This is an optimization exercise on Yosys and OpenROAD, whose aim is small area, a short achievable clock period and few clock cycles, not a production implementation. RTL that was checked went through simulation tests only; none was proved equivalent to the original. Power and IR drop assume default switching activity.

== old ==
// obd_rx
module obd_rx (
    input  wire        clk,
    input  wire        rst,
    input  wire        start,
    input  wire [1:0]  proto,     
    input  wire [7:0]  pid,
    input  wire [7:0]  mode,
    input  wire [7:0]  cap,       
    input  wire [17:0] per,       
    output wire        idle,
    input  wire        e_valid,
    output wire        e_ready,
    input  wire [31:0] e_time,
    input  wire        e_end,     
    output reg         o_valid,
    output reg  [7:0]  o_data,
    output reg         done,
    output reg  [7:0]  status,
    output reg  [7:0]  count,     
    output reg  [6:0]  nbytes,    
    output reg         framing    
);
    localparam [7:0] ST_OK         = 8'h00;
    localparam [7:0] ST_NACK       = 8'h01;
    localparam [7:0] ST_ERR_TIMING = 8'h10;
    localparam [7:0] ST_ERR_SHORT  = 8'h11;
    localparam [7:0] ST_ERR_SID    = 8'h12;
    localparam [7:0] ST_ERR_PID    = 8'h13;
  ...
clock: 10.0 ns
lec_check: 0
abc_area: 1
cap_margin: 20
core_margin: 2
core_utilization: 40
slew_margin: 20
standard.sh (not shown) runs the stock make flow with config.mk's settings and CLKGATE_MAP_FILE= SYNTH_SCRIPT=/design/flow/synth_recipe.tcl, a recipe that flattens the netlist after the stock synthesis.
==> flow/flow/run.sh <==
#!/bin/bash
# Standard layout, with timing repair aiming below the clock period.
export SETUP_SLACK_MARGIN=7.0
bash standard.sh > standard.log 2>&1
The following lists how new was set up differently from old:
==> flow/flow/run.sh <==
#!/bin/bash
# Standard layout, with timing repair aiming below the clock period.
export SETUP_SLACK_MARGIN=6.5
bash standard.sh > standard.log 2>&1
--- outcome ---
Power improves in new relative to old. The higher non-filler instance count after layout of old and new is in old. Per the comparison of new with old, power drawn by the sequential cells did not really move, fraction of power consumed by combinational cells lower, number of CTS-inserted buffers decreased 2.3%, sum of routed wire segments on met1 saw a decrease.
Function was not checked in any run of this note: the RTL went through the layout flow alone.

========
Another version of the RTL of obd_rx (not shown whole).
Size in the first run: about 2100 cells after synthesis, roughly 120 I/O pins, ~20000 µm² of cells after synthesis.
export LEC_CHECK = 0
export CAP_MARGIN = 20
export CORE_MARGIN = 2
export CORE_UTILIZATION = 40
export SLEW_MARGIN = 20
create_clock -name core_clock -period 10.0 [get_ports {clk}]
run.sh (not shown) runs the stock make flow with config.mk's settings and CLKGATE_MAP_FILE= SYNTH_SCRIPT=/design/flow/synth_recipe.tcl, a recipe that flattens the netlist after the stock synthesis.
Stock flow here: none of the scripts above is used.
The starting point completed with no timing, DRC or antenna violations.
Testbench counts at the start, summed over its fixed seeds: cycles 18,116.
Next try:
- ABC_AREA: not set -> 1
Result: Wire length grows by 17%; non-clock buffer count goes down by 1; cell area goes up by 7.1%; register-to-register slack gets better by 1.1 ns; combinational power rose by 14%; sequential share of layout area went down by 2.0 points; via count rose by 20%; global-route usage grows by 1.4 points; setup slack gets better by 1.1 ns; power rose by 4.1%.

========
Another version of the RTL of obd_rx (not shown whole).
For scale: ~23000 µm² of cells after synthesis.
export LEC_CHECK = 0
export ABC_AREA = 1
export CAP_MARGIN = 20
export CORE_MARGIN = 2
export CORE_UTILIZATION = 60
export CTS_BUF_LIST = sky130_fd_sc_hd__clkbuf_8
export SLEW_MARGIN = 20
create_clock -name core_clock -period 10.0 [get_ports {clk}]
standard.sh (not shown) runs the stock make flow with config.mk's settings and CLKGATE_MAP_FILE= SYNTH_SCRIPT=/design/flow/synth_recipe.tcl, a recipe that flattens the netlist after the stock synthesis.
==> flow/flow/run.sh <==
#!/bin/bash
# Standard layout, with timing repair aiming below the clock period and
# small port buffers (the repair upsizes those that need it).
export SETUP_SLACK_MARGIN=6.5
export BUFFER_PORTS_ARGS="-buffer_cell sky130_fd_sc_hd__buf_2"
bash standard.sh > standard.log 2>&1
The baseline completed with no timing, DRC or antenna violations.
Testbench counts at the start, summed over its fixed seeds: cycles 18,436.
Edit:
CTS_BUF_LIST = sky130_fd_sc_hd__clkbuf_16   (was sky130_fd_sc_hd__clkbuf_8)
CTS_CLUSTER_DIAMETER = 80   (was default)
CTS_CLUSTER_SIZE = 30   (was default)
Outcome: Setup slack loses 0.087 ns. Sequential share of layout area increases by 0.28 points. Final cell count decreases by 1.6%. Clock skew decreases by 0.013 ns. Critical path depth decreases by 15. Total power decreases by 5.1%. Synthesized cell count is unchanged. Synthesized area does not change. Wire length is about the same. Non-clock buffer count increases by 13. Cell area decreases by 0.89%.

========
Another version of the RTL of obd_rx (not shown whole).
For scale: ~2800 cells after synthesis, roughly 340 flip-flops, about 120 I/O pins.
Settings: LEC_CHECK=0, ABC_AREA=1, CAP_MARGIN=20, CORE_MARGIN=2, CORE_UTILIZATION=65, CTS_BUF_LIST=sky130_fd_sc_hd__clkbuf_16, CTS_CLUSTER_DIAMETER=80, CTS_CLUSTER_SIZE=30, SLEW_MARGIN=20; clock period 10.0 ns.
Scripts as last shown in full above: flow/flow/run.sh
Testbench counts at the start, summed over its fixed seeds: cycles 18,436.
==> next run, changes <==
- CORE_UTILIZATION: 65 -> 60
- CTS_BUF_LIST: sky130_fd_sc_hd__clkbuf_16 -> sky130_fd_sc_hd__clkbuf_8
- CTS_CLUSTER_DIAMETER: 80 -> not set
- CTS_CLUSTER_SIZE: 30 -> not set
Outcome: The new run went through all stages and came out clean; setup slack improves by 0.031 ns; worst hold slack gains 0.0091 ns; global-route usage drops by 2.3 points; core utilization goes down by 3.8 points.

========
## job 4625
obd_rx, a different RTL version from the one above (not shown whole).
For scale: ~2,700 cells after synthesis, roughly 340 flip-flops, ~120 I/O pins, about 23,000 µm² of cells after synthesis.
Design obd_rx, start of the top module:
module obd_rx (
    input  wire        clk,
    input  wire        rst,
    input  wire        start,
    input  wire [1:0]  proto,     
    input  wire [7:0]  pid,
    input  wire [7:0]  mode,
    input  wire [7:0]  cap,       
    input  wire [17:0] per,       
    output wire        idle,
    input  wire        e_valid,
    output wire        e_ready,
    input  wire [31:0] e_time,
    input  wire        e_end,     
    output reg         o_valid,
    output reg  [7:0]  o_data,
    output reg         done,
    output reg  [7:0]  status,
    output reg  [7:0]  count,     
    output reg  [6:0]  nbytes,    
    output reg         framing    
);
==> flow/config.mk <==
export PLATFORM = sky130hd
export DESIGN_NAME = obd_rx
export DESIGN_NICKNAME = obd_rx
export VERILOG_FILES = /design/flow/design.v
export SDC_FILE = /design/flow/constraint.sdc
export NUM_CORES = 4
export LEC_CHECK = 0
export ABC_AREA = 1
export CAP_MARGIN = 20
export CORE_MARGIN = 2
export CORE_UTILIZATION = 60
export CTS_BUF_LIST = sky130_fd_sc_hd__clkbuf_8
export SLEW_MARGIN = 20
==> flow/constraint.sdc <==
create_clock -name core_clock -period 10.0 [get_ports {clk}]
set_input_delay 2.0000 -clock core_clock [delete_from_list [all_inputs] [get_ports {clk}]]
set_output_delay 2.0000 -clock core_clock [all_outputs]
set_load 0.01 [all_outputs]
==> flow/flow/run.sh <==
#!/bin/bash
# Standard layout, with timing repair aiming below the clock period and
# small port buffers (the repair upsizes those that need it).
export SETUP_SLACK_MARGIN=6.8
export BUFFER_PORTS_ARGS="-buffer_cell sky130_fd_sc_hd__buf_2"
bash standard.sh > standard.log 2>&1
Testbench counts of job 4625, summed over its fixed seeds: cycles 18,436.
Setup changes, job 4625 to job 9403
-- flow/flow/run.sh --
<<< job 4625, line 4
export SETUP_SLACK_MARGIN=6.8
>>> job 9403, line 4
export SETUP_SLACK_MARGIN=6.3
Findings:
- Of the two values seen for capturing element of the worst setup path, th9[18] was produced by job 9403 and h9[20] by job 4625.
- The run showing the greater setup slack is job 4625.
- Compare job 4625 and job 9403 | post-route cell area lower: job 9403
- Job 9403 against job 4625; TritonCTS buffer count is down slightly.
Edits applied to the flow inputs when going from job 9403 to job 2322:
-- flow/flow/run.sh --
<<< job 9403, line 4
export SETUP_SLACK_MARGIN=6.3
>>> job 2322, line 4
export SETUP_SLACK_MARGIN=6.6
Notes after the runs:
First-pass GRT wire length (job 2322 / job 9403): 1.05. Looking at job 2322 and job 9403, the cell count after placement is a wash. Group with the largest share of power = sequential cells: job 9403; group with the largest share of power = combinational cells: job 2322. Going from job 9403 to job 2322, pre-CTS setup slack up 0.039 ns; unique cell type count in the Yosys netlist held. The cell area of job 2322 is higher than that of job 9403. Job 2322 vs. job 9403: clock buffer instance count of the final layout now sits higher, final-layout non-clock buffer area share picked up an extra 1.2 points.
[inputs] job 1754 vs job 2322
-- flow/flow/run.sh --
<<< job 2322, line 4
export SETUP_SLACK_MARGIN=6.6
>>> job 1754, line 4
export SETUP_SLACK_MARGIN=6.5
[summary]
- Non-clock buffer total of the final layout was higher in job 2322 than in job 1754.
- Job 1754 ends up with a amount of wire on met3 after detailed routing that is 17% higher than in job 2322.
- Fmax: job 1754 worse than job 2322
- Job 2322 -> job 1754: instance count after placement with tap cells included flat
- The layout overhead on the synthesized area of job 1754 falls short of that of job 2322 by 3.1 points.
- Comparing job 2322 and job 1754, critical path depth is higher on job 2322.
- Going from job 2322 to job 1754, via count of the first global-routing pass rose 172; hold buffer count at cts essentially unchanged; via count lost 351.

========
xenon:
Another version of the RTL of obd_rx (not shown whole).
Size in the first run: roughly 370 flip-flops, roughly 22000 sq um of cells after synthesis.
Settings: LEC_CHECK=0, ABC_AREA=1, CAP_MARGIN=20, CORE_MARGIN=2, CORE_UTILIZATION=70, CTS_BUF_LIST=sky130_fd_sc_hd__clkbuf_16, CTS_CLUSTER_DIAMETER=80, CTS_CLUSTER_SIZE=30, SLEW_MARGIN=20; clock period 10.0 ns.
==> flow/flow/run.sh <==
#!/bin/bash
# Standard layout, with timing repair aiming below the clock period and
# small port buffers (the repair upsizes those that need it).
export SETUP_SLACK_MARGIN=6.5
export BUFFER_PORTS_ARGS="-buffer_cell sky130_fd_sc_hd__buf_2"
bash standard.sh > standard.log 2>&1
#### Input delta (fjord over xenon)
# xenon
export LEC_CHECK = 0
export ABC_AREA = 1
export CAP_MARGIN = 20
export CORE_MARGIN = 2
export CORE_UTILIZATION = 70
export CTS_BUF_LIST = sky130_fd_sc_hd__clkbuf_16
export CTS_CLUSTER_DIAMETER = 80
export CTS_CLUSTER_SIZE = 30
export SLEW_MARGIN = 20
create_clock -name core_clock -period 10.0 [get_ports {clk}]
# fjord
export LEC_CHECK = 0
export ABC_AREA = 1
export CAP_MARGIN = 20
export CORE_MARGIN = 2
export CORE_UTILIZATION = 60
export CTS_BUF_LIST = sky130_fd_sc_hd__clkbuf_8
export SLEW_MARGIN = 20
create_clock -name core_clock -period 10.0 [get_ports {clk}]
[summary]
The flow did not stop early for fjord: all stages ran, and the layout cleared the timing, design-rule and antenna checks. Comparing area overhead of the layout relative to synthesis for fjord and xenon, the bigger number came from fjord. fjord: fraction of layout cells with a size suffix above 1 is 1.3 points higher than what xenon reported. The final reports for fjord and xenon show share of the final layout cell area in sequential cells lower in the former. fjord does better than xenon on final setup slack of the worst path. Between fjord and xenon, worst clock skew on the final layout is lower for xenon, fjord comes in above that. Share of the cycle needed by the critical path after routing is higher on xenon. fjord against xenon: design area now sits higher, final cell utilization of the core now sits lower.
No functional check of the RTL was part of any run of this note.

static timing again, ports no longer ideal:
In the flow no input, the clock included, has a driving cell. The finished layouts below were timed again as built, in two steps. Step 1 assumes that a clkbuf_16 drives the clock port and a buf_2 every other input. Step 2 times the ports against the registers' clock, not the clock port: input delays grow and output delays shrink by t, the midpoint of the rising clock arrivals with the driver on. Three values: no drivers, after step 1, after step 2; two values: the first two.
run	t, ns	setup WS [ns]	worst setup path after step 2	pins driven straight from the clock port
old	0.639	6.226 / 6.258 / 5.618	input to register	1
new	0.622	6.166 / 6.177 / 5.555	input to register	1
the first run of note 2	0.604	3.587 / 3.587 / 3.587	register to register	1
the second run of note 2	0.609	4.647 / 4.647 / 4.647	register to register	1
the first run of note 3	0.702	6.574 / 6.574 / 5.882	input to register	1
the second run of note 3	0.618	6.488 / 6.494 / 5.876	input to register	1
the first run of note 4	0.583	6.519 / 6.542 / 5.960	input to register	1
the second run of note 4	0.703	6.550 / 6.580 / 5.878	input to register	1
job 4625	0.704	6.698 / 6.698 / 6.027	input to register	1
job 9403	0.715	6.369 / 6.403 / 5.688	input to register	1
job 2322	0.718	6.608 / 6.608 / 5.929	input to register	1
job 1754	0.716	6.514 / 6.543 / 5.827	input to register	1
xenon	0.603	6.471 / 6.493 / 5.891	input to register	1
fjord	0.675	6.565 / 6.581 / 5.906	input to register	1
After both steps every run listed still meets setup and hold. The setup slack of the first run of note 3, which loses most, moves by 0.000 ns with the drivers and by -0.692 ns with both steps.
